Context: an optimization exercise on an open-source flow, tuned for small area. The choices shown serve that exercise and are no tape-out recipe. Only simulation tests tie the RTL to the original design; equivalence was not proved. In every run shown here, the design's own scripts or RTL, not TritonCTS, make the clock network. The clock input has no modelled driver; a real chip could not lean on it and would need a root buffer or a full tree. Power is estimated from default activity; no workload was simulated.

==> flow/design.v <==
module ev1527_classifier (
    input  wire [14:0] lo_i,
    input  wire [13:0] hi_i,
    output wire        valid_o,      
    output wire        bit_o,        
    output wire        preamble_o    
);
    function automatic le15(input [14:0] a, input [14:0] b);
        integer i;
        reg r;
        begin
            r = 1'b1;
            for (i = 0; i < 15; i = i + 1)
                r = (~a[i] & b[i]) | (~a[i] & r) | (b[i] & r);
            le15 = r;
        end
    endfunction
    function automatic [14:0] add15(input [14:0] a, input [14:0] b);
        integer i;
        reg c;
        begin
            c = 1'b0;
            for (i = 0; i < 15; i = i + 1) begin
                add15[i] = a[i] ^ b[i] ^ c;
                c = (a[i] & b[i]) | (a[i] & c) | (b[i] & c);
            end
        end
    endfunction
    wire [14:0] hi = {1'b0, hi_i};
    wire lo_le_2hi = le15(lo_i, {hi_i, 1'b0});
    assign valid_o = le15(15'd450, hi) && le15(hi, 15'd8500) &&
                     le15(15'd1350, lo_i) && le15(lo_i, 15'd25500);
    assign bit_o   = lo_le_2hi;
    wire [14:0] q       = {3'b000, hi_i[13:2]};
    wire [14:0] q_x5    = add15({q[12:0], 2'b00}, q);
    assign preamble_o = le15(15'd2400, q) && le15(q, 15'd4000) &&
                        le15(q_x5, lo_i) && lo_le_2hi;
endmodule
module ev1527_decoder (
    input  wire        clk,
    input  wire        rst,         
    input  wire        line_i,      
    input  wire        tick_i,      
    input  wire        rearm_i,     
    input  wire        disable_i,   
    input  wire        clrdet_i,    
    output wire [19:0] address_o,
    output wire [3:0]  key_o,
    output wire        detected_o,
    output wire        enabled_o
);
    reg        line_q;
    reg        enabled;
    reg        exp_fall;
    reg [14:0] count;
    reg [13:0] hi;
    reg [4:0]  bit_index;
    wire       preamble_found = |bit_index;
    reg [22:0] acc;
    reg [19:0] address;
    reg [3:0]  key;
    reg        detected;
    wire edge_hit = exp_fall ? (~line_i & line_q) : (line_i & ~line_q);
    wire notify   = enabled & edge_hit & ~rearm_i & ~disable_i;
    wire n_fall   = notify & exp_fall;     
    wire n_rise   = notify & ~exp_fall;    
    wire        count_sat = exp_fall ? &count[13:6] : &count[14:6];
    wire        inc  = enabled & tick_i & ~count_sat;
    wire        big  = ~preamble_found & exp_fall;
    wire [14:0] step = {10'd0, big, 1'b0, big, preamble_found & ~exp_fall,
                        ~big} & {15{inc}};
    reg  [14:0] count_sum;
    reg         carry;
    integer i;
    always @(*) begin
        carry = 1'b0;
        for (i = 0; i < 15; i = i + 1) begin
            count_sum[i] = count[i] ^ step[i] ^ carry;
            carry        = (count[i] & step[i]) | (count[i] & carry) |
                           (step[i] & carry);
        end
    end
    wire valid, bit_value, is_preamble;
    ev1527_classifier u_classifier (
        .lo_i      (count),
        .hi_i      (hi),
        .valid_o   (valid),
        .bit_o     (bit_value),
        .preamble_o(is_preamble)
    );
    wire take_bit = n_rise & preamble_found & valid;
    wire last_bit = (bit_index == 5'd14);
    wire complete = take_bit & last_bit;
    always @(posedge clk) begin
        line_q <= line_i;
        count <= notify ? 15'd0 : count_sum;
        if (exp_fall)
            hi[12:0] <= count[12:0];
        if (rearm_i)
            hi[13] <= 1'b0;
        else if (exp_fall)
            hi[13] <= count[13];
        else if (notify)
            hi[13] <= 1'b0;
        if (rearm_i)
            exp_fall <= 1'b0;
        else if (notify)
            exp_fall <= ~exp_fall & (~preamble_found | valid);
        if (rearm_i)
            bit_index <= 5'd0;
        else if (n_rise) begin
            if (!preamble_found)
                bit_index <= {4'd0, is_preamble};
            else if (valid)
                bit_index <= {bit_index[3:0], bit_index[4] ^ bit_index[2]};
            else
                bit_index <= 5'd0;
        end
        if (n_rise)
            acc <= {acc[21:0], bit_value};
        if (complete) begin
            address <= acc[22:3];
            key     <= {acc[2:0], bit_value};
        end
        if (rst)
            enabled <= 1'b0;
        else if (disable_i)
            enabled <= 1'b0;
        else if (rearm_i)
            enabled <= 1'b1;
        else if (complete)
            enabled <= 1'b0;
        if (rst)
            detected <= 1'b0;
        else if (complete)
            detected <= 1'b1;
        else if (clrdet_i)
            detected <= 1'b0;
    end
    assign address_o  = address;
    assign key_o      = key;
    assign detected_o = detected;
    assign enabled_o  = enabled;
endmodule
==> flow/flow/run.sh <==
#!/bin/bash
# Own layout flow: the standard flow (standard.sh) with these changes.
#  - Synthesis is the standard flow's own script (synth_recipe.tcl), except that the ABC
#    mapping step uses an area-oriented script (flow/area.abc): the same
#    registers, cell types and names, only the logic between them is mapped
#    differently.
#  - Ports are buffered with buf_1 instead of the resizer's default pick.
#  - CTS is replaced by a two-level clock buffer tree (flow/cts_hook.tcl):
#    the registers are split into CLK_GROUPS equal groups by position, each
#    driven by a clkbuf_8 at its centre; one clkbuf_2 drives those.
# Each tool's log is in orfs/logs/; make's output is in flow_make.log.
set -euo pipefail
W=$(pwd)
cat > "$W/flow_synth.tcl" <<EOF
proc abc {args} {
  set i [lsearch -exact \$args -script]
  if {\$i >= 0} { lset args [expr {\$i + 1}] $W/flow/area.abc }
  yosys abc {*}\$args
}
source $W/synth_recipe.tcl
EOF
export BUFFER_PORTS_ARGS="-buffer_cell sky130_fd_sc_hd__buf_1"
export PRE_CTS_TCL="$W/flow/cts_hook.tcl"
export CLK_GROUPS=5
export CLK_LEAF_CELL=sky130_fd_sc_hd__clkbuf_8
export CLK_ROOT_CELL=sky130_fd_sc_hd__clkbuf_2
bash standard.sh SYNTH_SCRIPT="$W/flow_synth.tcl" finish > flow_make.log 2>&1
==> flow/flow/area.abc <==
&get -n
&st
&dch
&nf -R 1000 -E 100 -F 8 -A 8
&put
topo
==> flow/flow/cts_hook.tcl <==
# Clock distribution without CTS's H-tree: the registers are split into
# CLK_GROUPS groups of near-equal size by recursive bisection of their
# positions; each group is driven by one CLK_LEAF_CELL placed at the group's
# centre, and one CLK_ROOT_CELL, fed by the clock port, drives the leaf
# buffers. ORFS's CTS step then legalises and repairs timing as usual.

proc flow_split_sinks {sinks k} {
  if {$k <= 1} { return [list $sinks] }
  set xs {}
  set ys {}
  foreach s $sinks { lappend xs [lindex $s 1]; lappend ys [lindex $s 2] }
  set xs [lsort -real $xs]
  set ys [lsort -real $ys]
  set dx [expr {[lindex $xs end] - [lindex $xs 0]}]
  set dy [expr {[lindex $ys end] - [lindex $ys 0]}]
  set idx [expr {$dx >= $dy ? 1 : 2}]
  set sorted [lsort -real -index $idx $sinks]
  set k1 [expr {$k / 2}]
  set n1 [expr {int(round(double([llength $sorted]) * $k1 / $k))}]
  return [concat \
    [flow_split_sinks [lrange $sorted 0 [expr {$n1 - 1}]] $k1] \
    [flow_split_sinks [lrange $sorted $n1 end] [expr {$k - $k1}]]]
}

proc flow_build_clock {} {
  set block [ord::get_db_block]
  set dbu [$block getDbUnitsPerMicron]
  set sinks {}
  foreach inst [$block getInsts] {
    if {[[$inst getMaster] isSequential]} {
      set bb [$inst getBBox]
      lappend sinks [list [$inst getName] \
        [expr {([$bb xMin] + [$bb xMax]) / 2.0 / $dbu}] \
        [expr {([$bb yMin] + [$bb yMax]) / 2.0 / $dbu}]]
    }
  }
  set groups [flow_split_sinks $sinks $::env(CLK_GROUPS)]
  set g 0
  set cx 0
  set cy 0
  foreach grp $groups {
    set sx 0
    set sy 0
    set pins {}
    foreach s $grp {
      set sx [expr {$sx + [lindex $s 1]}]
      set sy [expr {$sy + [lindex $s 2]}]
      lappend pins [get_pins "[lindex $s 0]/CLK"]
    }
    set m [llength $grp]
    set x [expr {$sx / $m}]
    set y [expr {$sy / $m}]
    set cx [expr {$cx + $x}]
    set cy [expr {$cy + $y}]
    insert_buffer -buffer_cell $::env(CLK_LEAF_CELL) -net clk -load_pins $pins \
      -location [list $x $y] -buffer_name "clkbuf_leaf_$g" -net_name "clknet_leaf_$g"
    incr g
  }
  insert_buffer -buffer_cell $::env(CLK_ROOT_CELL) -net clk \
    -location [list [expr {$cx / $g}] [expr {$cy / $g}]] \
    -buffer_name clkbuf_root -net_name clknet_root
  foreach net [$block getNets] {
    if {[string match clk* [$net getName]]} { $net setSigType CLOCK }
  }
  set_propagated_clock [all_clocks]
}

rename clock_tree_synthesis orfs_clock_tree_synthesis
proc clock_tree_synthesis {args} { flow_build_clock }
==> flow/standard.sh <==
#!/bin/bash
# synth_recipe.tcl (not shown) runs the flow's synth.tcl, then flattens the netlist and writes it again
# the make line also repeats each setting of config.mk as NAME=value (left out here)
make -C /OpenROAD-flow-scripts/flow DESIGN_CONFIG=/design/flow/config.mk WORK_HOME=/design/flow/orfs CLKGATE_MAP_FILE= SYNTH_SCRIPT=/design/flow/synth_recipe.tcl "${@:-finish}"
==> flow/config.mk <==
export PLATFORM = sky130hd
export DESIGN_NAME = ev1527_decoder
export DESIGN_NICKNAME = ev1527_decoder
export VERILOG_FILES = /design/flow/design.v
export SDC_FILE = /design/flow/constraint.sdc
export NUM_CORES = 4
export LEC_CHECK = 0
export CAP_MARGIN = 20
export CORE_MARGIN = 2
export CORE_UTILIZATION = 60
export GPL_TIMING_DRIVEN = 0
export SLEW_MARGIN = 20
==> flow/constraint.sdc <==
create_clock -name core_clock -period 6.0 [get_ports {clk}]
set_input_delay 1.2000 -clock core_clock [delete_from_list [all_inputs] [get_ports {clk}]]
set_output_delay 1.2000 -clock core_clock [all_outputs]
set_load 0.01 [all_outputs]
==> out/results.ini, run 1 <==
[synth]
yosysMostFrequentCell = edfxtp_1
synth_top_family_by_area = compound AO/OA/AOI/OAI gates
ys_types = 39
synth_area_leader_cell = edfxtp_1
netlist.area_leader.share_pct = 50.2
synth_xor_area_share_pct = 0.244
synth_top_cells_by_count = edfxtp_1, clkinv_1, dfxtp_1, ha_1
synth_compound_area_share_pct = 12.8
synthArstFlopShare_pct = 0
ys_warn_count = 2
synth_cells = 263
avgSynthCellArea_um2 = 13.7
synth_area_leaders = edfxtp_1, dfxtp_1, fa_1
synth-edff-count = 60
yosysSeqAreaShare_pct = 64.1
ys_ff_latch = 85
synth_adder_area_share_pct = 11.6
yosys.area_share.simple_pct = 8.33
synth_mux_area_share_pct = 0
synth_area_um2 = 3590
synth_nets = 296
synth_flop_cell = edfxtp_1

[global_routing]
grt_util_all_layers_pct = 20.3
antenna_found_initial = 0
grt_max_degree = 25
grt_pass1_wl_um = 10600
grt_overflow = 0
grt_pass1_vias = 2240

[routing]
final_antenna_net_count = 0
wl_per_cell_um = 16.7
vias = 2239
first_pass_iters = 5
vias_per_cell = 5.86
drt_iter0_markers = 200
drc_errors = 0
totalWireLength_um = 6370

[run_status]
run_status = complete, no violations

[floorplan]
chipWidth_um = 81.4
die_h_um = 81.4
start_util_pct = 61.4
coreArea_um2 = 5850
std_cell_rows = 28
top_level_ports = 33
dieArea_um2 = 6620

[placed_design]
post-place-cells = 376
hpwl_um = 4650
port-buffer-count = 32
place_congestion = 0.795
dpl-instance-area_um2 = 3860

[cells_and_area]
synthToLayoutAreaGrowth_pct = 9.55
drive_gt1_share_pct = 4.56
fin_util_pct = 67.2
antennaDiodeCount = 0
final_cells = 382
design_area_um2 = 3930
layout.nets = 342

[worst_setup_path]
end_kind = flip-flop
cp_slowest_cell = edfxtp_1
path_buf_inv = 2
start_kind = flip-flop
crit_type = flip-flop to flip-flop
path_max_fanout = 5
arrival_ns = 5.62
critPathTopFamily = adder cells
reg2reg_depth = 18
cp_common_cell = fa_1
crit_cells = 18
path_cells = ha_1, fa_1, clkinv_1, fa_1, fa_1, fa_1, fa_1, fa_1, fa_1, fa_1, fa_1, clkinv_1, ha_1, ha_1, a22oi_1, a21o_1, nand3_1, a311oi_1
cpPeakStageDelay_ns = 0.43
required_ns = 6.41

[power_and_ir_drop]
leakage_nw = 1.35
powerDensity_nw_per_um2 = 249
peakVddDrop_mv = 0.218

[clock_network]
cts_resized = 0
insertion_delay_ns = 0.49
clkTransAtPathRegs_ns = 0.10
postCtsHoldBufs = 0
post_cts.repair.setup_buffers = 0

[sta]
min_period_over_period_pct = 86.8
fin_worst_skew_ns = 0.00790
hold_violations = 0
fmax_mhz = 192
rsz0062_at_grt = false
setup_violations = 0
drv_slew = 0
holdWs_ns = 0.437
min_period_ns = 5.21
max_slew_margin_pct = 37.3
worstMarginPinSlew_ns = 0.940

[worst_hold_path]
hold_path_class = flip-flop to flip-flop
hold_depth = 0

[job]
cap_violations = 0

[registers in the layout, indices dropped and copies added (netlist names)]
signal,cells
detected,1
count,15
enabled,1
exp_fall,1
line_q,1
key,4
bit_index,5
hi,14
address,20
acc,23
[worst paths after layout]
check	start	slack, ns	to
worst max-delay path	hi[2]$_DFFE_PP_	0.79	bit_index[0]$_SDFFE_PP0P_
worst min-delay path	acc[22]$_DFFE_PP_	0.44	address[19]$_DFFE_PP_
worst max register to register	hi[2]$_DFFE_PP_	0.79	bit_index[0]$_SDFFE_PP0P_
worst min register to register	acc[22]$_DFFE_PP_	0.44	address[19]$_DFFE_PP_
[kinds of logic after synthesis]
logic type      count (synthesis)
buf+inv                        28
compound gates                 66
simple gates                   57
fa+ha+maj                      26
xor+xnor                        1
flops                          85
[metal layers]
| metal | up-vias | part of all wire [%] | track usage, % | wire length (um) |
|---|---|---|---|---|
| met4 | 0 | 2.4 | 4.92 | 156 |
| met5 | - | 0 | 0 | 0 |
| met3 | 13 | 5.2 | 1.78 | 331 |
| met2 | 58 | 51 | 35.8 | 3230 |
| met1 | 1072 | 42 | 27.4 | 2660 |
| li1 | 1096 | - | - | - |
[per-stage QoR]
step           setup WS (ns)  TNS, ns  power [mW]
2_1_floorplan         0.0395        0       0.733
3_3_place_gp           -1.52   -46.15       0.755
3_5_place_dp           0.708        0       0.759
4_1_cts                0.669        0       0.992
5_1_grt                0.315        0        1.02
6_report               0.791        0       0.981
[cell usage in the layout, fill, tap and decap left out, drive strengths merged, types with 4 or more instances in the layout]
master | synthesis | layout
nand3 | 7 | 7
nor2 | 11 | 11
a22oi | 9 | 9
o21ai | 7 | 7
dfxtp | 25 | 25
nor2b | 12 | 12
a2111oi | 4 | 4
buf | 0 | 38
edfxtp | 60 | 60
clkbuf | 0 | 6
ha | 14 | 14
fa | 12 | 12
clkinv | 28 | 28
o22ai | 10 | 10
nand2 | 9 | 9
nor3 | 4 | 4
a21oi | 12 | 12
[layout make-up, clock buffers not listed]
cell class | count | area (um^2)
tap | 75 | 93.8
inverter | 28 | 105
fill | 444 | 1920
timing repair buffer | 38 | 164
sequential | 85 | 2300
multi-input combinational | 150 | 1190
[power breakdown]
group | leakage [nW] | internal (mW) | switching, mW | total, mW
sequential | 0.748 | 0.644 | 0.0249 | 0.669
combinational | 0.563 | 0.0339 | 0.0441 | 0.0780
clock | 0.0401 | 0.0782 | 0.156 | 0.235
==> run 2, diff against run 1 <==
==> flow/flow/area.abc (replaced) <==
&get -n
&st
&dch -f
&nf -R 1000 -p
&put
topo
--- a/flow/config.mk
+++ b/flow/config.mk
@@ -7,6 +7,6 @@
 export LEC_CHECK = 0
 export CAP_MARGIN = 20
 export CORE_MARGIN = 2
-export CORE_UTILIZATION = 60
+export CORE_UTILIZATION = 40
 export GPL_TIMING_DRIVEN = 0
 export SLEW_MARGIN = 20
==> run 2 against run 1 <==
Still clean. Setup slack got worse by 0.52 ns. Sequential share of layout area decreased by 1.6 points. Combinational power increased by 1%. Critical path type unchanged.
==> out/results.ini, run 2 <==
[worst_setup_path]
reg2reg_depth = 17
required_ns = 6.35
path_max_fanout = 3
startpoint = hi[4]$_DFFE_PP_
arrival_ns = 6.07
start_kind = flip-flop
crit_type = flip-flop to flip-flop
end_kind = flip-flop
r2r-end = bit_index[0]$_SDFFE_PP0P_
r2r_slack_ns = 0.27
rr_startpoint = hi[4]$_DFFE_PP_
crit_end = bit_index[0]$_SDFFE_PP0P_

[synth]
yosysMostFrequentCell = edfxtp_1
yosysSeqAreaShare_pct = 63.5
yosys.area_share.simple_pct = 8.70
synth_flop_cell = edfxtp_1
synth_area_leaders = edfxtp_1, dfxtp_1, maj3_1
ys_ff_latch = 85
synthArstFlopShare_pct = 0
synth_xor_area_share_pct = 0.242
avgSynthCellArea_um2 = 14.0
synth_top_family_by_area = adder cells
synth_compound_area_share_pct = 6.39
ys_warn_count = 2
synth_mux_area_share_pct = 0
synth-edff-count = 60
synth_nets = 292
synth_adder_area_share_pct = 18.4
ys_types = 32
synth_top_cells_by_count = edfxtp_1, clkinv_1, dfxtp_1, maj3_1, ha_1
synth_cells = 259
netlist.area_leader.share_pct = 49.7
synth_area_leader_cell = edfxtp_1
synth_area_um2 = 3620

[floorplan]
chipWidth_um = 99.2
top_level_ports = 33
die_h_um = 99.2
dieArea_um2 = 9840
std_cell_rows = 34
coreArea_um2 = 8760
start_util_pct = 41.4

[power_and_ir_drop]
peakVddDrop_mv = 0.0774
powerDensity_nw_per_um2 = 243
leakage_nw = 1.38

[global_routing]
grt_use_met2_pct = 19.6
grt-busiest-layer = met2
grt_use_met3_pct = 1.48
grt_pass1_wl_um = 9840
grt_pass1_vias = 2022
grt_util_all_layers_pct = 12.0
grt_max_degree = 25
grt_overflow = 0
met1_usage_pct = 17.6
antenna_found_initial = 1

[sta]
hold_violations = 0
max_slew_margin_pct = 34.3
worstMarginPinSlew_ns = 0.984
rsz0062_at_grt = false
fmax_mhz = 175
drv_slew = 0
finalSetupTns_ns = 0
min_period_over_period_pct = 95.4
min_period_ns = 5.73
fin_worst_skew_ns = 0.0139
setup_violations = 0

[clock_network]
insertion_delay_ns = 0.47
clkTransAtPathRegs_ns = 0.10
post_cts.repair.setup_buffers = 0
cts_resized = 0
postCtsHoldBufs = 0

[cells_and_area]
final_common_cell = edfxtp_1
synthToLayoutAreaGrowth_pct = 11.5
layout.nets = 342
fill_cells = 777
drive_gt1_share_pct = 5.86
largest_register_ffs = 23
mostFrequentLayoutCells = edfxtp_1, buf_1, clkinv_1
top_regs = acc (23), address (20), count (15)
design_area_um2 = 4040
top_register = acc

[job]
cap_violations = 0

[routing]
vias_per_cell = 4.95
totalWireLength_um = 5860
drt_iter0_markers = 108
first_pass_iters = 4
drc_errors = 0
final_antenna_net_count = 0
vias = 2060
wl_per_cell_um = 14.1

[run_status]
run_status = complete, no violations

[placed_design]
hpwl_um = 4150
dpl-instance-area_um2 = 3930
port-buffer-count = 32
place_congestion = 0.782

[worst_hold_path]
hold_path_class = flip-flop to flip-flop

-- run 2: changes by cell type after synthesis, sizes merged, moves of 3 or more --
cell / before / now
a2111oi: 4 / 0
o21bai: 0 / 3
maj3: 0 / 25
o221ai: 3 / 0
o22ai: 10 / 0
a22oi: 9 / 1
a221oi: 3 / 0
-- run 2: cell families after synthesis --
kind of cell	count (synthesis)
buffers and inverters	27
XOR/XNOR	1
AO/OA/AOI/OAI	36
AND/OR/NAND/NOR	59
flip-flops	85
adder cells (fa/ha/maj)	51
-- run 2: where the power goes --
part           switching, mW  internal, mW
Sequential            0.0238         0.644
Clock                  0.157        0.0785
Combinational         0.0406        0.0385
Total                  0.221         0.761
-- run 2: worst min path at each step --
stage                       from                     to  slack, ns  cells after the start
6_report       acc[22]$_DFFE_PP_  address[19]$_DFFE_PP_       0.43                      0
4_1_cts        acc[22]$_DFFE_PP_  address[19]$_DFFE_PP_       0.43                      0
3_5_place_dp   acc[22]$_DFFE_PP_  address[19]$_DFFE_PP_       0.40                      0
5_1_grt        acc[22]$_DFFE_PP_  address[19]$_DFFE_PP_       0.44                      0
2_1_floorplan  acc[22]$_DFFE_PP_  address[19]$_DFFE_PP_       0.40                      0
3_3_place_gp   acc[22]$_DFFE_PP_  address[19]$_DFFE_PP_       0.40                      0
-- run 2: per-stage QoR --
stage	setup WS, ns	hold WS (ns)	total power, mW	utilization [%]	std cells
after detailed placement	0.224	0.405	0.761	44.8	404
after global placement	-1.65	0.402	0.756	44.3	399
after global routing	0.00699	0.443	1.03	46.1	416
after floorplan	0.0939	0.400	0.736	-	259
final	0.274	0.428	0.982	46.1	416
after CTS	0.172	0.428	0.997	45.7	410
-- run 2: routing by layer --
layer	vias to the layer above	routed length [um]
li1	1042	-
met1	980	2770
met2	33	2760
met3	5	235
met4	0	104
met5	-	0
-- run 2: worst max-delay path, stage by stage, from the launching register on --
cell      delay [ns]
edfxtp_1        0.40
ha_1            0.17
fa_1            0.16
clkinv_1        0.07
fa_1            0.38
fa_1            0.39
fa_1            0.39
fa_1            0.40
fa_1            0.40
fa_1            0.41
fa_1            0.40
fa_1            0.43
maj3_1          0.34
maj3_1          0.36
maj3_1          0.36
maj3_1          0.35
nand4_1         0.09
a311oi_1        0.09
-- run 2: area by class of cell, clock buffers not listed --
type,count,area [um^2],share of cell area [%]
Sequential cell,85,2300,57.0
Multi-Input combinational cell,147,1230,30.5
Timing Repair Buffer,42,194,4.80
Tap cell,108,135,3.34
Inverter,27,101,2.51
Antenna cell,1,2.50,0.0619
==> run 3, diff against run 2 <==
==> flow/flow/area.abc (replaced) <==
&get -n
&st
&dch
&nf -R 1000
&put
topo
==> run 3 against run 2 <==
Register-to-register slack about the same. Wire length grew 4.5%. Synthesized cell count is 0.77% lower. Flip-flop and latch count is the same. Sequential share of layout area rose by 0.19 points. Critical path type unchanged. Critical endpoint unchanged. Largest power group unchanged. Highest routed layer unchanged.
==> out/results.ini, run 3 <==
[run_status]
run_status = complete, no violations

[synth]
synth_nets = 290
yosysSeqAreaShare_pct = 63.6
ys_warn_count = 2
ys_types = 33
synth_cells = 257
synth_area_leader_cell = edfxtp_1
yosysMostFrequentCell = edfxtp_1
ys_ff_latch = 85
synthArstFlopShare_pct = 0
synth-edff-count = 60
synth_area_um2 = 3620
netlist.area_leader.share_pct = 49.7
synth_top_cells_by_count = edfxtp_1, clkinv_1, dfxtp_1, maj3_1, ha_1
synth_flop_cell = edfxtp_1
avgSynthCellArea_um2 = 14.1
synth_area_leaders = edfxtp_1, dfxtp_1, maj3_1

[cells_and_area]
top_regs = acc (23), address (20), count (15)
mostFrequentLayoutCells = edfxtp_1, buf_1, clkinv_1
largest_register_ffs = 23
top_register = acc
drive_gt1_share_pct = 6.27
synthToLayoutAreaGrowth_pct = 11.2
final_cells = 412
final_common_cell = edfxtp_1
fill_cells = 780
layout.nets = 338

[floorplan]
start_util_pct = 41.3
die_h_um = 99.2
top_level_ports = 33
chipWidth_um = 99.2
std_cell_rows = 34
coreArea_um2 = 8760
dieArea_um2 = 9830

[global_routing]
antenna_found_initial = 1
grt_pass1_vias = 2058
grt_max_degree = 25
grt_util_all_layers_pct = 12.4
grt_pass1_wl_um = 10200
grt_overflow = 0

[power_and_ir_drop]
power.total_uw = 986
peakVddDrop_mv = 0.102
leakage_nw = 1.36
powerDensity_nw_per_um2 = 245

[sta]
min_period_ns = 5.72
fmax_mhz = 175
rsz0062_at_grt = false
setup_ws_ns = 0.280
drv_slew = 0
worstMarginPinSlew_ns = 0.962
setup_violations = 0
fin_worst_skew_ns = 0.0120
hold_violations = 0
finalSetupTns_ns = 0
min_period_over_period_pct = 95.3
max_slew_margin_pct = 35.8

[routing]
final_antenna_net_count = 0
first_pass_iters = 4
wl_per_cell_um = 14.9
totalWireLength_um = 6130
vias = 2060
vias_per_cell = 5.00
drc_errors = 0
drt_iter0_markers = 159

[worst_setup_path]
required_ns = 6.34
cp_common_cell = maj3_1
crit_type = flip-flop to flip-flop
path_max_fanout = 4
path_cells = ha_2, fa_1, clkinv_1, fa_1, a21boi_0, o21bai_1, maj3_1, maj3_1, maj3_1, maj3_1, maj3_2, maj3_1, maj3_1, maj3_1, maj3_1, maj3_1, nand4_1, a311oi_1
cp_slowest_cell = edfxtp_1
end_kind = flip-flop
cpPeakStageDelay_ns = 0.46
arrival_ns = 6.06
start_kind = flip-flop

[placed_design]
port-buffer-count = 32
place_congestion = 0.722
hpwl_um = 4420
dp_slack_ns = 0.179
post-place-cells = 403

[job]
cap_violations = 0

[worst_hold_path]
hold_path_class = flip-flop to flip-flop

[clock_network]
postCtsHoldBufs = 0
insertion_delay_ns = 0.47
clkTransAtPathRegs_ns = 0.11

## run 3: cell types whose count changed in the layout (fill, tap and decap cells not counted), moves of 2 or more
cell / previous run / this run
buf_4: 7 / 4
nor2_1: 13 / 10
a2111oi_0: 0 / 2
clkinv_1: 27 / 29
nand2_1: 7 / 5
## run 3: final cells by class, clock buffers not listed
type	instances	area [um^2]	share of cell area, %
flip-flops and latches	85	2300	57.2
multi-input cells	143	1230	30.5
repair buffers	40	176	4.38
well taps	108	135	3.36
inverters	29	109	2.70
diodes	1	2.50	0.0621
## run 3: routing by layer
| layer | track usage [%] | part of all wire [%] |
|---|---|---|
| met5 | 0 | 0 |
| met4 | 2.32 | 2.0 |
| met3 | 1.26 | 3.8 |
| met2 | 20.3 | 46 |
| met1 | 18.4 | 48 |
## run 3: through the flow
step                cell area [um^2]  hold slack (ns)  utilization [%]
floorplan                       3620            0.400                -
global placement                3880            0.405             44.2
detailed placement              3930            0.407             44.8
CTS                             4000            0.435             45.7
global route                    4030            0.445             46.0
finish                          4030            0.431             46.0
## run 3: report_power, final
group / internal [mW] / leakage (nW) / switching (mW)
clock network: 0.0787 / 0.0401 / 0.161
logic: 0.0384 / 0.570 / 0.0400
registers: 0.644 / 0.748 / 0.0244
total: 0.761 / 1.36 / 0.225
## run 3: kinds of logic (layout without fill, tap and decap cells)
group                    Yosys count  count (layout)  share of synthesized area (%)
flip-flops                        85              85                           63.6
AND/OR/NAND/NOR                   54              54                           8.22
adder cells (fa/ha/maj)           51              51                           18.4
AO/OA/AOI/OAI                     37              37                           6.60
buffers and inverters             29              75                           3.01
XOR/XNOR                           1               1                          0.242
other                              0               1                              0
## run 3: path summary, 6_finish.rpt
check / from / endpoint / slack (ns) / cells past startpoint
worst min register to register: acc[22]$_DFFE_PP_ / address[19]$_DFFE_PP_ / 0.43 / 0
worst max register to register: hi[2]$_DFFE_PP_ / bit_index[0]$_SDFFE_PP0P_ / 0.28 / 18
worst min-delay path: acc[22]$_DFFE_PP_ / address[19]$_DFFE_PP_ / 0.43 / 0
worst max-delay path: hi[2]$_DFFE_PP_ / bit_index[0]$_SDFFE_PP0P_ / 0.28 / 18
## run 3: repair_timing
action,CTS,global route
buffers inserted,0,2
endpoints found under the setup margin,0,1
gates resized for setup,0,3
## run 3: worst max-delay path: cells and delay by family (launching register included)
family                     cells  cell delay [ns]
adders and majority gates     13             4.56
AOI/OAI and AO/OA              3             0.38
buffers and inverters          1             0.06
and+or+nand+nor                1             0.11
DFF                            1             0.46
==> run 4, diff against run 3 <==
==> flow/flow/area.abc (replaced) <==
&get -n
&st
&dch -f
&nf -R 1000 -E 100
&put
topo
==> run 4 against run 3 <==
Critical endpoint unchanged. Via count is 4.1% higher. Die area is 0.63% lower. Flip-flop and latch count stayed put. Sequential share of layout area is 0.70 points higher. Combinational power is 4.2% lower. Register-to-register slack worse by 0.06 ns. Total power is 0.80% lower. Cell count is 0.49% higher.
==> out/results.ini, run 4 <==
[synth]
synth_top_cells_by_count = edfxtp_1, clkinv_1, dfxtp_1, ha_1, nor2_1
synthArstFlopShare_pct = 0
netlist.area_leader.share_pct = 50.1
synth_nets = 295
synth_flop_cell = edfxtp_1
synth_area_um2 = 3600
synth_area_leaders = edfxtp_1, dfxtp_1, fa_1
avgSynthCellArea_um2 = 13.7
ys_ff_latch = 85
ys_warn_count = 2
ys_types = 37
synth_cells = 262
synth-edff-count = 60
yosysSeqAreaShare_pct = 64.0
synth_area_leader_cell = edfxtp_1
yosysMostFrequentCell = edfxtp_1

[global_routing]
grt_pass1_wl_um = 9750
grt_util_all_layers_pct = 11.8
grt_pass1_vias = 2050
grt_max_degree = 25
grt_overflow = 0
antenna_found_initial = 1

[worst_setup_path]
cpPeakStageDelay_ns = 0.48
path_cells = ha_2, fa_1, clkinv_1, fa_1, maj3_1, maj3_1, maj3_1, maj3_1, maj3_1, maj3_1, maj3_1, maj3_1, maj3_1, maj3_1, maj3_1, nand4_1, a311oi_1
start_kind = flip-flop
end_kind = flip-flop
cp_slowest_cell = edfxtp_1
arrival_ns = 6.12
crit_type = flip-flop to flip-flop
path_max_fanout = 5
required_ns = 6.34
cp_common_cell = maj3_1

[power_and_ir_drop]
p_int_uw = 758
power.total_uw = 978
p_comb_share_pct = 7.7
power_frac_seq_pct = 68.3
powerDensity_nw_per_um2 = 246
leakage_nw = 1.33
p_sw_share_pct = 22.5
p_clk_share_pct = 24.0
peakVddDrop_mv = 0.0941
p_sw_uw = 220

[sta]
rsz0062_at_grt = false
hold_violations = 0
max_slew_margin_pct = 37.8
min_period_ns = 5.78
fmax_mhz = 173
drv_slew = 0
min_period_over_period_pct = 96.3
setup_violations = 0
setup_ws_ns = 0.220
worstMarginPinSlew_ns = 0.932
holdWs_ns = 0.428
fin_worst_skew_ns = 0.0139
finalSetupTns_ns = 0

[floorplan]
start_util_pct = 41.3
std_cell_rows = 34
top_level_ports = 33
chipWidth_um = 98.8
coreArea_um2 = 8720
dieArea_um2 = 9770
die_h_um = 98.8

[routing]
totalWireLength_um = 5850
drt_iter0_markers = 125
vias_per_cell = 5.18
drc_errors = 0
wl_per_cell_um = 14.1
vias = 2145
final_antenna_net_count = 0
first_pass_iters = 4

[placed_design]
port-buffer-count = 32
hpwl_um = 4310
post-place-cells = 407
dpl-instance-area_um2 = 3890
place_congestion = 0.862
dp_slack_ns = 0.188

[cells_and_area]
largest_register_ffs = 23
top_register = acc
fin_util_pct = 45.6
synthToLayoutAreaGrowth_pct = 10.6
fill_cells = 798
design_area_um2 = 3980
final_cells = 414
mostFrequentLayoutCells = edfxtp_1, buf_1, clkinv_1
layout.nets = 341
top_regs = acc (23), address (20), count (15)
drive_gt1_share_pct = 5.23
antennaDiodeCount = 0
final_common_cell = edfxtp_1

[clock_network]
insertion_delay_ns = 0.47
clkTransAtPathRegs_ns = 0.11
postCtsHoldBufs = 0

[worst_hold_path]
hold_path_class = flip-flop to flip-flop

[run_status]
run_status = complete, no violations

[job]
cap_violations = 0

==> run 4: critical path, delay by kind of cell (launching register included) <==
family | cells | cell delay [ns]
AO/OA/AOI/OAI | 1 | 0.09
adder cells (fa/ha/maj) | 14 | 4.91
buffers and inverters | 1 | 0.06
flip-flops | 1 | 0.48
AND/OR/NAND/NOR | 1 | 0.09
==> run 4: routing by layer <==
| layer | GRT usage [%] | wire (um) |
|---|---|---|
| met2 | 20.3 | 2740 |
| met1 | 16.6 | 2770 |
| met3 | 1.21 | 200 |
| met5 | 0 | 16 |
| met4 | 2.11 | 120 |
==> run 4: power by group through the flow <==
stage	clock, mW	sequential [mW]	combinational [mW]
after floorplan	0	0.674	0.0606
after CTS	0.251	0.668	0.0763
after global placement	0	0.681	0.0728
after detailed placement	0	0.681	0.0750
final	0.235	0.668	0.0752
after global routing	0.266	0.671	0.0895
==> run 4: cell type report, clock buffers not listed <==
| class | count | area [um^2] | area share, % |
|---|---|---|---|
| Sequential cell | 85 | 2300 | 57.9 |
| Multi-Input combinational cell | 150 | 1210 | 30.4 |
| Timing Repair Buffer | 38 | 155 | 3.90 |
| Tap cell | 108 | 135 | 3.40 |
| Inverter | 27 | 101 | 2.55 |
==> run 4: final timing paths <==
check / slack, ns / depth (start not counted) / to / start
min reg2reg: 0.43 / 0 / address[19]$_DFFE_PP_ / acc[22]$_DFFE_PP_
max reg2reg: 0.22 / 17 / bit_index[0]$_SDFFE_PP0P_ / hi[2]$_DFFE_PP_
max: 0.22 / 17 / bit_index[0]$_SDFFE_PP0P_ / hi[2]$_DFFE_PP_
min: 0.43 / 0 / address[19]$_DFFE_PP_ / acc[22]$_DFFE_PP_
==> run 4: kinds of logic after synthesis <==
logic type | synth area share (%)
XOR/XNOR | 0.243
AND/OR/NAND/NOR | 9.32
AO/OA/AOI/OAI | 8.48
flip-flops | 64.0
buffers and inverters | 2.82
adder cells (fa/ha/maj) | 15.2
==> run 4: timing repair <==
item,4_1_cts,5_1_grt
setup buffers,0,1
setup endpoints to repair,0,1
gates resized for setup,0,2
==> run 5, diff against run 4 <==
==> flow/flow/area.abc (replaced) <==
&get -n
&st
&dch
&nf -R 10 -E 100 -F 8 -A 8
&put
topo
==> run 5 against run 4 <==
Core utilization up 0.057 points. Synthesized cell count grew 1.5%. Register-to-register slack gained 0.60 ns. Critical path depth is 2 higher. Combinational power shrank about 10%. Fmax grew 12%. Critical endpoint unchanged.
==> out/results.ini, run 5 <==
[run_status]
run_status = complete, no violations

[clock_network]
postCtsHoldBufs = 0
cts_resized = 0
insertion_delay_ns = 0.47
post_cts.repair.setup_buffers = 0
clkTransAtPathRegs_ns = 0.10

[global_routing]
grt_util_all_layers_pct = 12.8
grt_pass1_vias = 2165
grt_pass1_wl_um = 10500
grt-busiest-layer = met2
met1_usage_pct = 18.7
grt_overflow = 0
grt_use_met3_pct = 2.06
grt_max_degree = 25
antenna_found_initial = 1
grt_use_met2_pct = 21.0

[floorplan]
dieArea_um2 = 9790
chipWidth_um = 98.9
die_h_um = 98.9
std_cell_rows = 34
start_util_pct = 41.3
top_level_ports = 33
coreArea_um2 = 8720

[placed_design]
port-buffer-count = 32
place_congestion = 0.842
hpwl_um = 4570

[routing]
vias_per_cell = 5.31
wl_per_cell_um = 15.1
final_antenna_net_count = 0
totalWireLength_um = 6290
first_pass_iters = 4
vias = 2220
drt_iter0_markers = 148
drc_errors = 0

[cells_and_area]
final_common_cell = edfxtp_1
synthToLayoutAreaGrowth_pct = 10.5
largest_register_ffs = 23
top_regs = acc (23), address (20), count (15)
mostFrequentLayoutCells = edfxtp_1, buf_1, clkinv_1
top_register = acc
layout.nets = 344
drive_gt1_share_pct = 4.21

[synth]
synthArstFlopShare_pct = 0
yosysMostFrequentCell = edfxtp_1
synth_cells = 266
synth_area_um2 = 3600
ys_warn_count = 2
synth_nets = 299
synth_area_leaders = edfxtp_1, dfxtp_1, fa_1
netlist.area_leader.share_pct = 50.0
ys_ff_latch = 85
synth_area_leader_cell = edfxtp_1
yosysSeqAreaShare_pct = 63.9
synth_top_cells_by_count = edfxtp_1, clkinv_1, dfxtp_1, ha_1, nor2b_1
synth_flop_cell = edfxtp_1
avgSynthCellArea_um2 = 13.6
synth-edff-count = 60
ys_types = 38

[sta]
fin_worst_skew_ns = 0.0108
worstMarginPinSlew_ns = 0.972
fmax_mhz = 193
setup_violations = 0
rsz0062_at_grt = false
min_period_ns = 5.18
holdWs_ns = 0.430
hold_violations = 0
min_period_over_period_pct = 86.4
drv_slew = 0
finalSetupTns_ns = 0
max_slew_margin_pct = 35.1

[power_and_ir_drop]
peakVddDrop_mv = 0.101
p_clk_share_pct = 24.2
powerDensity_nw_per_um2 = 245
p_sw_share_pct = 22.9
p_int_uw = 754
power_frac_seq_pct = 68.9
p_sw_uw = 224
leakage_nw = 1.35
p_comb_share_pct = 6.9

[worst_setup_path]
r2r-end = bit_index[0]$_SDFFE_PP0P_
required_ns = 6.38
arrival_ns = 5.56
path_max_fanout = 5
crit_type = flip-flop to flip-flop
crit_end = bit_index[0]$_SDFFE_PP0P_
r2r_slack_ns = 0.82
reg2reg_depth = 19
start_kind = flip-flop
end_kind = flip-flop
rr_startpoint = hi[2]$_DFFE_PP_
startpoint = hi[2]$_DFFE_PP_

[worst_hold_path]
hold_path_class = flip-flop to flip-flop

[job]
cap_violations = 0

run 5: cell types whose count changed in the layout (fill, tap and decap cells not counted), moves of 3 or more:
cell,previous run,this run
a221oi_1,4,1
a22oi_1,4,7
maj3_1,13,0
nor2_1,14,11
o21ai_0,9,12
o22ai_1,4,8
run 5: area by class of cell, clock buffers not listed:
cell class / instances / area [um^2]
Timing Repair Buffer: 37 / 156
Tap cell: 108 / 135
Sequential cell: 85 / 2300
Fill cell: 768 / 4740
Antenna cell: 1 / 2.50
Multi-Input combinational cell: 154 / 1210
Inverter: 27 / 101
run 5: stage by stage:
| stage | power [mW] | utilization [%] | cells | setup slack (ns) | instance area, um^2 |
|---|---|---|---|---|---|
| floorplan | 0.731 | - | 266 | 0.0943 | 3600 |
| global placement | 0.751 | 44.3 | 406 | -1.58 | 3860 |
| detailed placement | 0.755 | 44.8 | 411 | 0.850 | 3910 |
| CTS | 0.989 | 45.7 | 417 | 0.806 | 3980 |
| global route | 1.02 | 45.7 | 417 | 0.409 | 3980 |
| finish | 0.978 | 45.7 | 418 | 0.819 | 3980 |
run 5: worst max-delay path: stages, from the launching register on:
cell and delay [ns]:
edfxtp_1 0.44, ha_1 0.20, fa_1 0.18, clkinv_1 0.08, fa_1 0.38, fa_1 0.39, fa_1 0.38, fa_1 0.39
fa_1 0.39, fa_1 0.40, fa_1 0.40, fa_1 0.38, clkinv_1 0.06, ha_1 0.13, ha_1 0.23, clkinv_1 0.06
o22ai_1 0.07, o221ai_1 0.16, nand3_1 0.09, a311oi_1 0.27
run 5: worst min-delay path by stage:
stage,start,end,slack [ns],cells after the start
after floorplan,acc[22]$_DFFE_PP_,address[19]$_DFFE_PP_,0.40,0
after global placement,acc[22]$_DFFE_PP_,address[19]$_DFFE_PP_,0.40,0
after detailed placement,acc[22]$_DFFE_PP_,address[19]$_DFFE_PP_,0.41,0
after CTS,acc[22]$_DFFE_PP_,address[19]$_DFFE_PP_,0.43,0
after global routing,acc[22]$_DFFE_PP_,address[19]$_DFFE_PP_,0.45,0
final,acc[22]$_DFFE_PP_,address[19]$_DFFE_PP_,0.43,0
run 5: cell families (layout without fill, tap and decap cells):
logic type	after synthesis	in the layout	synth area share, %
fa+ha+maj	26	26	11.5
buf+inv	27	70	2.81
simple gates	60	60	8.78
other cells	0	1	0
compound gates	67	67	12.8
xor+xnor	1	1	0.243
flops	85	85	63.9
run 5: power by group through the flow:
| stage | logic (mW) | registers (mW) | clock network [mW] |
|---|---|---|---|
| after global routing | 0.0780 | 0.678 | 0.266 |
| final | 0.0674 | 0.674 | 0.236 |
| after floorplan | 0.0522 | 0.679 | 0 |
| after global placement | 0.0631 | 0.688 | 0 |
| after detailed placement | 0.0675 | 0.688 | 0 |
| after CTS | 0.0678 | 0.674 | 0.247 |
run 5: per-layer routing:
layer / up-vias / part of all wire (%)
met2: 45 / 45
met4: 0 / 1.4
met1: 1073 / 48
li1: 1095 / -
met5: - / 0
met3: 7 / 5.5
==> run 6, diff against run 5 <==
==> flow/flow/area.abc (replaced) <==
&get -n
&st
&dch
&nf -R 1000 -E 100 -F 8 -A 8
&put
topo
==> run 6 against run 5 <==
Still clean on timing, DRC and antenna. Combinational power up 12%. Fmax shrank 0.94%. Synthesized area decreased by 0.38%. Clock power about the same. Highest routed layer is now met5.
==> out/results.ini, run 6 <==
[run_status]
run_status = complete, no violations

[worst_setup_path]
required_ns = 6.38
arrival_ns = 5.61
end_kind = flip-flop
start_kind = flip-flop
crit_type = flip-flop to flip-flop
path_max_fanout = 5

[sta]
fin_worst_skew_ns = 0.0179
fmax_mhz = 191
rsz0062_at_grt = false
hold_violations = 0
worstMarginPinSlew_ns = 0.991
min_period_ns = 5.23
drv_slew = 0
setup_ws_ns = 0.770
setup_violations = 0
min_period_over_period_pct = 87.2
max_slew_margin_pct = 33.9

[cells_and_area]
ff_latch_area_um2 = 2300
synthToLayoutAreaGrowth_pct = 10.2
top_register = acc
fin_util_pct = 45.4
final_cells = 414
layout.nets = 341
top_regs = acc (23), address (20), count (15)
fill_cells = 786
multi_input_area_um2 = 1190
drive_gt1_share_pct = 4.25
antennaDiodeCount = 0
mostFrequentLayoutCells = edfxtp_1, buf_1, clkinv_1
final_common_cell = edfxtp_1
largest_register_ffs = 23

[power_and_ir_drop]
peakVddDrop_mv = 0.0901
leakage_nw = 1.35
power.total_uw = 981
p_comb_share_pct = 7.7
p_int_uw = 756
power_frac_seq_pct = 68.2
powerDensity_nw_per_um2 = 248
p_sw_share_pct = 22.9
p_clk_share_pct = 24.1
p_sw_uw = 225

[synth]
netlist.area_leader.share_pct = 50.2
synth_area_leaders = edfxtp_1, dfxtp_1, fa_1
synth_nets = 296
synth_top_cells_by_count = edfxtp_1, clkinv_1, dfxtp_1, ha_1
yosysSeqAreaShare_pct = 64.1
synth_area_leader_cell = edfxtp_1
ys_ff_latch = 85
synthArstFlopShare_pct = 0
avgSynthCellArea_um2 = 13.7
synth_flop_cell = edfxtp_1
synth_cells = 263
ys_types = 39
yosysMostFrequentCell = edfxtp_1
synth-edff-count = 60
synth_area_um2 = 3590
ys_warn_count = 2

[routing]
drc_errors = 0
totalWireLength_um = 6030
vias = 2216
wl_per_cell_um = 14.6
final_antenna_net_count = 0
first_pass_iters = 4
vias_per_cell = 5.35
drt_iter0_markers = 135

[job]
cap_violations = 0

[placed_design]
dp_slack_ns = 0.758
hpwl_um = 4440
place_congestion = 0.848
port-buffer-count = 32
post-place-cells = 408

[clock_network]
insertion_delay_ns = 0.48
postCtsHoldBufs = 0
cts_resized = 0
post_cts.repair.setup_buffers = 0
clkTransAtPathRegs_ns = 0.11

[global_routing]
grt_pass1_wl_um = 10300
grt_overflow = 0
antenna_found_initial = 1
grt_max_degree = 25
grt_pass1_vias = 2191
grt_util_all_layers_pct = 12.4

[floorplan]
die_h_um = 98.8
top_level_ports = 33
chipWidth_um = 98.8
dieArea_um2 = 9750
coreArea_um2 = 8720
start_util_pct = 41.2
std_cell_rows = 34

[worst_hold_path]
hold_path_class = flip-flop to flip-flop

run 6: changes by cell type in the layout (fill, tap and decap cells not counted), sizes merged, moves of 2 or more:
cell and delta:
o21ai -5, o22a -2, a22oi +2, a221oi +2
a22o -2, o21bai -2, nor2b -2, o22ai +2
a21o +2
run 6: path summary, 6_finish.rpt:
kind                            cells after the start               from                         to  slack (ns)
worst min register to register                      0  acc[22]$_DFFE_PP_      address[19]$_DFFE_PP_        0.43
worst max register to register                     18    hi[2]$_DFFE_PP_  bit_index[0]$_SDFFE_PP0P_        0.77
worst max-delay path                               18    hi[2]$_DFFE_PP_  bit_index[0]$_SDFFE_PP0P_        0.77
worst min-delay path                                0  acc[22]$_DFFE_PP_      address[19]$_DFFE_PP_        0.43
run 6: cell families after synthesis:
group                      synth area share, %
DFF                                       64.1
AOI/OAI and AO/OA                         12.8
and+or+nand+nor                           8.33
buffers and inverters                     2.93
adders and majority gates                 11.6
xor gates and xnor gates                 0.244
run 6: final cells by class, clock buffers not listed:
class	count	area share, %
timing repair buffer	37	3.73
inverter	28	2.65
tap	108	3.41
multi-input combinational	150	30.2
sequential	85	58.2
run 6: power groups by stage:
stage	clock, mW	combinational, mW	sequential [mW]
5_1_grt	0.265	0.0866	0.673
3_3_place_gp	0	0.0719	0.682
2_1_floorplan	0	0.0586	0.675
6_report	0.236	0.0758	0.669
4_1_cts	0.248	0.0760	0.669
3_5_place_dp	0	0.0751	0.683
run 6: through the flow:
stage               TNS (ns)  area, um^2  hold slack, ns
floorplan                  0        3590           0.400
CTS                        0        3960           0.432
detailed placement         0        3880           0.408
finish                     0        3960           0.427
global placement      -42.20        3850           0.406
global route               0        3960           0.451
run 6: metal layers:
| layer | wire length [um] | GRT usage, % | vias up | part of all wire (%) |
|---|---|---|---|---|
| met4 | 109 | 2.11 | 2 | 1.8 |
| met1 | 2790 | 16.6 | 1072 | 46 |
| li1 | - | - | 1087 | - |
| met3 | 235 | 1.42 | 9 | 3.9 |
| met5 | 16 | 0 | - | 0.27 |
| met2 | 2880 | 22.1 | 46 | 48 |
run 6: worst max-delay path: stages (launching register included):
cell and delay, ns:
edfxtp_1 0.45, ha_1 0.20, fa_1 0.18, clkinv_1 0.07, fa_1 0.39, fa_1 0.39, fa_1 0.40, fa_1 0.40
fa_1 0.40, fa_1 0.40, fa_1 0.41, fa_1 0.39, clkinv_1 0.06, ha_1 0.14, ha_1 0.24, a22oi_1 0.15
a21o_1 0.13, nand3_1 0.07, a311oi_1 0.25
==> run 7, diff against run 6 <==
--- a/flow/design.v
+++ b/flow/design.v
@@ -32,7 +32,8 @@
                      le15(15'd1350, lo_i) && le15(lo_i, 15'd25500);
     assign bit_o   = lo_le_2hi;
     wire [14:0] q       = {3'b000, hi_i[13:2]};
-    wire [14:0] q_x5    = add15({q[12:0], 2'b00}, q);
+    wire [14:0] q1      = {4'b0001, hi_i[12:2]};
+    wire [14:0] q_x5    = add15({q1[12:0], 2'b00}, q1);
     assign preamble_o = le15(15'd2400, q) && le15(q, 15'd4000) &&
                         le15(q_x5, lo_i) && lo_le_2hi;
 endmodule
==> flow/flow/area.abc (replaced) <==
&get -n
&st
&dch
&nf -R 1000 -E 50
&put
topo
==> run 7 against run 6 <==
Still clean on timing, DRC and antenna. Register-to-register slack lost 0.54 ns. Hold slack gained 0.0033 ns. First-iteration DRC count shrank 5.2%. Global-route usage shrank 0.12 points. Critical path type unchanged. Largest cell class unchanged. Largest power group unchanged.
==> out/results.ini, run 7 <==
[sta]
drv_slew = 0
holdWs_ns = 0.431
fmax_mhz = 173
min_period_over_period_pct = 96.2
worstMarginPinSlew_ns = 0.947
rsz0062_at_grt = false
fin_worst_skew_ns = 0.0115
max_slew_margin_pct = 36.8
setup_violations = 0
hold_violations = 0
min_period_ns = 5.77

[routing]
first_pass_iters = 4
vias_per_cell = 5.25
wl_per_cell_um = 15.0
drc_errors = 0
drt_iter0_markers = 128
vias = 2169
final_antenna_net_count = 0
totalWireLength_um = 6200

[placed_design]
port-buffer-count = 32
hpwl_um = 4390
place_congestion = 0.823
post-place-cells = 402

[worst_hold_path]
hold_depth = 0
min_from = acc[22]$_DFFE_PP_
hold_path_class = flip-flop to flip-flop

[synth]
ys_ff_latch = 85
ys_types = 37
synth_cells = 257
synth_area_um2 = 3580
yosysMostFrequentCell = edfxtp_1
synth-edff-count = 60
synth_flop_cell = edfxtp_1
synth_nets = 289
ys_warn_count = 2
yosysSeqAreaShare_pct = 64.3
synth_area_leader_cell = edfxtp_1
synth_top_cells_by_count = edfxtp_1, clkinv_1, dfxtp_1, ha_1, nor2_1
synthArstFlopShare_pct = 0
netlist.area_leader.share_pct = 50.3
synth_area_leaders = edfxtp_1, dfxtp_1, fa_1
avgSynthCellArea_um2 = 13.9

[power_and_ir_drop]
power_frac_seq_pct = 67.7
p_sw_uw = 227
p_clk_share_pct = 24.2
p_comb_share_pct = 8.2
leakage_nw = 1.36
power.total_uw = 986
peakVddDrop_mv = 0.0982
p_sw_share_pct = 23.0
p_int_uw = 759
powerDensity_nw_per_um2 = 246

[worst_setup_path]
path_cells = ha_2, fa_1, clkinv_1, fa_1, fa_2, fa_1, fa_2, fa_1, fa_2, fa_1, maj3_1, maj3_1, maj3_2, maj3_1, maj3_1, a41o_1, mux2i_1, nor2_1
required_ns = 6.36
reg2reg_depth = 18
cp_slowest_cell = fa_1
path_buf_inv = 1
crit_cells = 18
cpPeakStageDelay_ns = 0.44
start_kind = flip-flop
arrival_ns = 6.13
cp_common_cell = fa_1
startpoint = hi[2]$_DFFE_PP_
critPathTopFamily = adder cells
crit_type = flip-flop to flip-flop
path_max_fanout = 2
end_kind = flip-flop
rr_startpoint = hi[2]$_DFFE_PP_

[cells_and_area]
top_register = acc
drive_gt1_share_pct = 8.88
synthToLayoutAreaGrowth_pct = 11.9
mostFrequentLayoutCells = edfxtp_1, buf_1, clkinv_1
top_regs = acc (23), address (20), count (15)
ff_latch_area_um2 = 2300
final_common_cell = edfxtp_1
fin_util_pct = 46.1
fill_cells = 798
largest_register_ffs = 23
final_cells = 413
multi_input_area_um2 = 1200
layout.nets = 338

[job]
cap_violations = 0

[floorplan]
die_h_um = 98.6
std_cell_rows = 34
coreArea_um2 = 8680
dieArea_um2 = 9720
chipWidth_um = 98.6
top_level_ports = 33
start_util_pct = 41.2

[clock_network]
postCtsHoldBufs = 0
insertion_delay_ns = 0.49
clkTransAtPathRegs_ns = 0.11

[global_routing]
grt_max_degree = 25
grt_overflow = 0
grt_pass1_wl_um = 10000
grt_util_all_layers_pct = 12.3
grt_use_met2_pct = 21.0
grt-busiest-layer = met2
grt_use_met3_pct = 1.21
met1_usage_pct = 17.4
grt_pass1_vias = 2045
antenna_found_initial = 1

[run_status]
run_status = complete, no violations

[run 7: path summary, 6_finish.rpt]
path                                    end  slack, ns
setup reg to reg  bit_index[0]$_SDFFE_PP0P_       0.23
hold reg to reg       address[19]$_DFFE_PP_       0.43
setup / recovery  bit_index[0]$_SDFFE_PP0P_       0.23
hold / removal        address[19]$_DFFE_PP_       0.43
[run 7: final cells by class, clock buffers not listed]
| cell class | instances | area share [%] |
|---|---|---|
| flip-flops and latches | 85 | 57.5 |
| multi-input cells | 145 | 30.1 |
| repair buffers | 41 | 4.56 |
| well taps | 108 | 3.38 |
| inverters | 27 | 2.53 |
| diodes | 1 | 0.0625 |
[run 7: cells by family after synthesis]
| kind of cell | after synthesis | synth area share, % |
|---|---|---|
| flops | 85 | 64.3 |
| compound gates | 50 | 9.34 |
| xor+xnor | 1 | 0.245 |
| mux | 1 | 0.280 |
| buf+inv | 27 | 2.83 |
| fa+ha+maj | 38 | 14.7 |
| simple gates | 55 | 8.29 |
[run 7: what timing repair did]
action / CTS / global route
endpoints found under the setup margin: 1 / 1
resized for setup: 1 / 9
buffers inserted: 3 / 1
pin swaps: 1 / 1
[run 7: stage by stage]
| step | TNS (ns) | cell area, um^2 | setup WS (ns) |
|---|---|---|---|
| after global routing | 0 | 4000 | 0.0271 |
| final | 0 | 4000 | 0.231 |
| after detailed placement | -0.0449 | 3880 | -0.0449 |
| after CTS | 0 | 3980 | 0.00834 |
| after global placement | -47.74 | 3830 | -1.55 |
| after floorplan | 0 | 3580 | 0.0429 |
[run 7: per-layer routing]
layer  vias to the layer above  routed length, um
li1                       1057                  -
met1                      1066               2910
met2                        37               2950
met3                         9                215
met4                         0                130
met5                         -                  0
[run 7: power by group through the flow]
stage                     logic (mW)  clock network [mW]  registers [mW]
after floorplan               0.0598                   0           0.673
after global placement        0.0725                   0           0.680
after detailed placement      0.0768                   0           0.681
after CTS                     0.0780               0.253           0.667
after global routing          0.0924               0.272           0.672
final                         0.0807               0.238           0.667
==> run 8, diff against run 7 <==
==> flow/flow/area.abc (replaced) <==
&get -n
&st
&dch
&nf -R 1000 -E 100 -C 32
&put
topo
==> run 8 against run 7 <==
Setup slack improved by 0.026 ns. Cell count fell by 0.24%. Global-route usage up 0.10 points. Critical endpoint unchanged. Hold slack better by 0.0020 ns. Combinational power fell by 4.7%. Largest cell class unchanged. Still clean on timing, DRC and antenna. Register-to-register slack improved by 0.03 ns. Core utilization down 0.38 points. Sequential power about the same.
==> out/results.ini, run 8 <==
[power_and_ir_drop]
p_sw_share_pct = 22.7
power.total_uw = 981
p_sw_uw = 223
powerDensity_nw_per_um2 = 246
peakVddDrop_mv = 0.131
power_frac_seq_pct = 68.0
p_int_uw = 758
p_clk_share_pct = 24.2
leakage_nw = 1.35
p_comb_share_pct = 7.8

[global_routing]
grt_max_degree = 25
grt_pass1_wl_um = 10100
grt_pass1_vias = 2106
antenna_found_initial = 1
grt_overflow = 0
grt_util_all_layers_pct = 12.4

[worst_setup_path]
path_max_fanout = 3
required_ns = 6.34
r2r_slack_ns = 0.26
end_kind = flip-flop
arrival_ns = 6.09
start_kind = flip-flop
crit_type = flip-flop to flip-flop

[sta]
setup_violations = 0
fmax_mhz = 174
hold_violations = 0
drv_slew = 0
fin_worst_skew_ns = 0.00755
worstMarginPinSlew_ns = 0.890
min_period_ns = 5.74
max_slew_margin_pct = 40.6
holdWs_ns = 0.433
rsz0062_at_grt = false
min_period_over_period_pct = 95.7

[synth]
synth_area_leaders = edfxtp_1, dfxtp_1, fa_1
yosysSeqAreaShare_pct = 64.3
synth_area_um2 = 3580
synth_area_leader_cell = edfxtp_1
yosysMostFrequentCell = edfxtp_1
synth_nets = 290
avgSynthCellArea_um2 = 13.9
synthArstFlopShare_pct = 0
ys_ff_latch = 85
synth_top_cells_by_count = edfxtp_1, clkinv_1, dfxtp_1, ha_1, nor2_1
netlist.area_leader.share_pct = 50.3
ys_warn_count = 2
synth_cells = 258
synth-edff-count = 60
ys_types = 38
synth_flop_cell = edfxtp_1

[placed_design]
port-buffer-count = 32
post-place-cells = 403
hpwl_um = 4260
place_congestion = 0.862

[routing]
final_antenna_net_count = 0
drt_iter0_markers = 51
vias = 2139
totalWireLength_um = 5950
first_pass_iters = 4
drc_errors = 0
vias_per_cell = 5.19
wl_per_cell_um = 14.4

[clock_network]
insertion_delay_ns = 0.47
postCtsHoldBufs = 0
clkTransAtPathRegs_ns = 0.10

[floorplan]
chipWidth_um = 98.6
start_util_pct = 41.1
die_h_um = 98.6
dieArea_um2 = 9730
std_cell_rows = 34
coreArea_um2 = 8720
top_level_ports = 33

[run_status]
run_status = complete, no violations

[cells_and_area]
top_register = acc
drive_gt1_share_pct = 7.57
synthToLayoutAreaGrowth_pct = 11.4
largest_register_ffs = 23
layout.nets = 338
final_cells = 412
fill_cells = 804
mostFrequentLayoutCells = edfxtp_1, buf_1, clkinv_1
final_common_cell = edfxtp_1
antennaDiodeCount = 0
top_regs = acc (23), address (20), count (15)

[worst_hold_path]
hold_path_class = flip-flop to flip-flop

[job]
cap_violations = 0

run 8: cell count changes in the layout (fill, tap and decap cells not counted), moves of 2 or more:
| cell | before | now |
|---|---|---|
| o21ai_0 | 10 | 8 |
| buf_4 | 7 | 5 |
| maj3_2 | 5 | 3 |
| nand2_1 | 5 | 9 |
| a21oi_1 | 13 | 10 |
| maj3_1 | 8 | 10 |
run 8: per-layer routing:
metal | vias to the layer above | GRT usage [%] | part of all wire, %
met2 | 36 | 20.7 | 47
met4 | 2 | 2.11 | 2.2
met5 | - | 0 | 0.22
li1 | 1051 | - | -
met1 | 1039 | 18.0 | 48
met3 | 11 | 1.13 | 3.0
run 8: what timing repair did:
item,4_1_cts,5_1_grt
buffers inserted,1,2
pin swaps,0,1
endpoints found under the setup margin,1,1
resized for setup,0,7
run 8: final timing paths:
| kind | from | endpoint | cells past startpoint |
|---|---|---|---|
| hold / removal | acc[22]$_DFFE_PP_ | address[19]$_DFFE_PP_ | 0 |
| setup reg to reg | hi[4]$_DFFE_PP_ | bit_index[0]$_SDFFE_PP0P_ | 19 |
| setup / recovery | hi[4]$_DFFE_PP_ | bit_index[0]$_SDFFE_PP0P_ | 19 |
| hold reg to reg | acc[22]$_DFFE_PP_ | address[19]$_DFFE_PP_ | 0 |
run 8: cell families (layout without fill, tap and decap cells):
kind of cell | after synthesis | count (layout) | share of synthesized area (%)
AO/OA/AOI/OAI | 45 | 45 | 8.66
XOR/XNOR | 2 | 2 | 0.489
adder cells (fa/ha/maj) | 38 | 38 | 14.7
buffers and inverters | 27 | 73 | 2.83
flip-flops | 85 | 85 | 64.3
multiplexers | 1 | 1 | 0.279
AND/OR/NAND/NOR | 60 | 60 | 8.80
run 8: cell type report, clock buffers not listed:
type	instances	area, um^2	share of cell area, %
inverters	27	101	2.54
multi-input cells	146	1200	30.2
flip-flops and latches	85	2300	57.7
well taps	108	135	3.39
repair buffers	40	173	4.33
run 8: critical path, cell delays in order (launching register included):
cell and delay (ns):
edfxtp_1 0.43, ha_2 0.21, fa_1 0.36, clkinv_1 0.06, fa_1 0.40, maj3_1 0.35, maj3_1 0.37, maj3_2 0.31
maj3_1 0.36, maj3_1 0.37, maj3_2 0.32, maj3_1 0.36, maj3_1 0.36, maj3_2 0.31, maj3_1 0.35, maj3_1 0.37
nand4_1 0.11, nand2_1 0.06, mux2i_1 0.12, nor2_1 0.05
run 8: stage by stage:
| stage | setup TNS (ns) | utilization [%] | worst slack, ns | cell area (um^2) |
|---|---|---|---|---|
| 2_1_floorplan | 0 | - | 0.0429 | 3580 |
| 3_3_place_gp | -47.93 | 44.0 | -1.56 | 3840 |
| 3_5_place_dp | 0 | 44.5 | 0.0286 | 3880 |
| 4_1_cts | 0 | 45.4 | 0.0529 | 3960 |
| 5_1_grt | 0 | 45.7 | 0.0510 | 3990 |
| 6_report | 0 | 45.7 | 0.256 | 3990 |
run 8: power groups by stage:
stage                     Combinational (mW)  Clock (mW)  Sequential [mW]
final                                 0.0769       0.237            0.667
after global placement                0.0721           0            0.681
after global routing                  0.0897       0.272            0.670
after floorplan                       0.0597           0            0.673
after detailed placement              0.0752           0            0.680
after CTS                             0.0764       0.251            0.667
==> run 9, diff against run 8 <==
==> flow/flow/area.abc (replaced) <==
&get -n
&st
&dch
&nf -R 1000 -E 100
&put
topo
==> run 9 against run 8 <==
Still clean on timing, DRC and antenna. Global-route usage down 0.10 points. Critical path depth down 1. Setup slack worse by 0.026 ns. Clock power about the same. Critical endpoint unchanged.
==> out/results.ini, run 9 <==
[run_status]
run_status = complete, no violations

[global_routing]
grt_util_all_layers_pct = 12.3
grt_overflow = 0
grt_max_degree = 25
antenna_found_initial = 1
grt_pass1_vias = 2045
grt_pass1_wl_um = 10000

[cells_and_area]
fin_util_pct = 46.1
top_register = acc
mostFrequentLayoutCells = edfxtp_1, buf_1, clkinv_1
largest_register_ffs = 23
layout.nets = 338
multi_input_area_um2 = 1200
final_common_cell = edfxtp_1
top_regs = acc (23), address (20), count (15)
drive_gt1_share_pct = 8.88
synthToLayoutAreaGrowth_pct = 11.9
ff_latch_area_um2 = 2300
fill_cells = 798

[worst_setup_path]
start_kind = flip-flop
path_max_fanout = 2
critPathTopFamily = adder cells
cp_common_cell = fa_1
required_ns = 6.36
arrival_ns = 6.13
cpPeakStageDelay_ns = 0.44
path_buf_inv = 1
cp_slowest_cell = fa_1
end_kind = flip-flop
path_cells = ha_2, fa_1, clkinv_1, fa_1, fa_2, fa_1, fa_2, fa_1, fa_2, fa_1, maj3_1, maj3_1, maj3_2, maj3_1, maj3_1, a41o_1, mux2i_1, nor2_1
crit_type = flip-flop to flip-flop

[routing]
vias_per_cell = 5.25
first_pass_iters = 4
totalWireLength_um = 6200
final_antenna_net_count = 0
drt_iter0_markers = 128
wl_per_cell_um = 15.0
drc_errors = 0
vias = 2169

[synth]
yosysMostFrequentCell = edfxtp_1
synth_area_leader_cell = edfxtp_1
synthArstFlopShare_pct = 0
synth_top_cells_by_count = edfxtp_1, clkinv_1, dfxtp_1, ha_1, nor2_1
synth_area_um2 = 3580
synth_area_leaders = edfxtp_1, dfxtp_1, fa_1
yosysSeqAreaShare_pct = 64.3
synth_cells = 257
synth_nets = 289
ys_types = 37
ys_warn_count = 2
netlist.area_leader.share_pct = 50.3
synth-edff-count = 60
ys_ff_latch = 85
avgSynthCellArea_um2 = 13.9
synth_flop_cell = edfxtp_1

[power_and_ir_drop]
powerDensity_nw_per_um2 = 246
power.total_uw = 986
peakVddDrop_mv = 0.0982
leakage_nw = 1.36

[floorplan]
start_util_pct = 41.2
coreArea_um2 = 8680
die_h_um = 98.6
std_cell_rows = 34
chipWidth_um = 98.6
top_level_ports = 33
dieArea_um2 = 9720

[sta]
worstMarginPinSlew_ns = 0.947
hold_violations = 0
fin_worst_skew_ns = 0.0115
holdWs_ns = 0.431
max_slew_margin_pct = 36.8
min_period_over_period_pct = 96.2
rsz0062_at_grt = false
finalSetupTns_ns = 0
min_period_ns = 5.77
setup_violations = 0
drv_slew = 0
setup_ws_ns = 0.231
fmax_mhz = 173

[placed_design]
dp_slack_ns = -0.0449
hpwl_um = 4390
place_congestion = 0.823
port-buffer-count = 32

[clock_network]
insertion_delay_ns = 0.49
clkTransAtPathRegs_ns = 0.11

[worst_hold_path]
hold_path_class = flip-flop to flip-flop

[job]
cap_violations = 0

run 9: layer usage:
layer	wire length (um)	GRT usage [%]
met5	0	0
met4	130	2.21
met3	215	1.21
met2	2950	21.0
met1	2910	17.4
run 9: cells by family (layout without fill, tap and decap cells):
kind of cell	Yosys count	after routing	share of synthesized area [%]
compound gates	50	50	9.34
xor+xnor	1	1	0.245
buf+inv	27	74	2.83
mux	1	1	0.280
other cells	0	1	0
flops	85	85	64.3
simple gates	55	55	8.29
fa+ha+maj	38	38	14.7
run 9: power breakdown:
part           switching, mW  internal [mW]  total, mW
clock network          0.160         0.0784      0.238
logic                 0.0431         0.0376     0.0807
registers             0.0237          0.643      0.667
total                  0.227          0.759      0.986
run 9: repair_timing:
item / CTS / global route
cloned: 0 / 0
setup endpoints to repair: 1 / 1
buffers inserted: 3 / 1
pin swaps: 1 / 1
hold buffers: 0 / 0
resized for setup: 1 / 9
hold endpoints to repair: 0 / 0
run 9: cell type report, clock buffers not listed:
class,count,share of cell area (%)
inverters,27,2.53
repair buffers,41,4.56
flip-flops and latches,85,57.5
well taps,108,3.38
diodes,1,0.0625
multi-input cells,145,30.1
run 9: final timing paths:
check,startpoint,end,slack [ns],cells past startpoint
max,hi[2]$_DFFE_PP_,bit_index[0]$_SDFFE_PP0P_,0.23,18
min,acc[22]$_DFFE_PP_,address[19]$_DFFE_PP_,0.43,0
max reg2reg,hi[2]$_DFFE_PP_,bit_index[0]$_SDFFE_PP0P_,0.23,18
min reg2reg,acc[22]$_DFFE_PP_,address[19]$_DFFE_PP_,0.43,0
run 9: metrics by stage:
step	cell area [um^2]	std cells
finish	4000	413
global placement	3830	397
floorplan	3580	257
detailed placement	3880	402
global route	4000	412
CTS	3980	411

## re-timing with driven ports
The flow's constraints put no driver on any port. The routed layouts listed below were extracted and timed again, unchanged, in two steps.
Step 1: set_driving_cell puts a clkbuf_16 on clk and a buf_2 on each other input, an assumption about the parent block.
Step 2 moves the port delays by t, midway between the first and last clock arrival at a register: inputs arrive t later, outputs are due t later. That takes back most of the time a late clock gives input paths.
a / b / c = ideal ports / drivers / drivers and shift; a / b = the first two.
| run | t, ns | slack for setup (ns) | worst setup path at the end | latest minus earliest clock arrival (ns) |
|---|---|---|---|---|
| run 1 | 0.519 | 0.791 / 0.791 / 0.791 | register to register | 0.008 / 0.008 |
| run 2 | 0.497 | 0.274 / 0.274 / 0.274 | register to register | 0.014 / 0.014 |
| run 3 | 0.499 | 0.280 / 0.280 / 0.280 | register to register | 0.012 / 0.012 |
| run 4 | 0.490 | 0.220 / 0.220 / 0.220 | register to register | 0.014 / 0.014 |
| run 5 | 0.495 | 0.819 / 0.819 / 0.819 | register to register | 0.011 / 0.010 |
| run 6 | 0.494 | 0.770 / 0.770 / 0.770 | register to register | 0.018 / 0.018 |
| run 7 | 0.518 | 0.231 / 0.230 / 0.230 | register to register | 0.011 / 0.011 |
| run 8 | 0.490 | 0.256 / 0.256 / 0.256 | register to register | 0.008 / 0.008 |
| run 9 | 0.518 | 0.231 / 0.230 / 0.230 | register to register | 0.011 / 0.011 |
After both steps setup and hold are still met in every run listed.
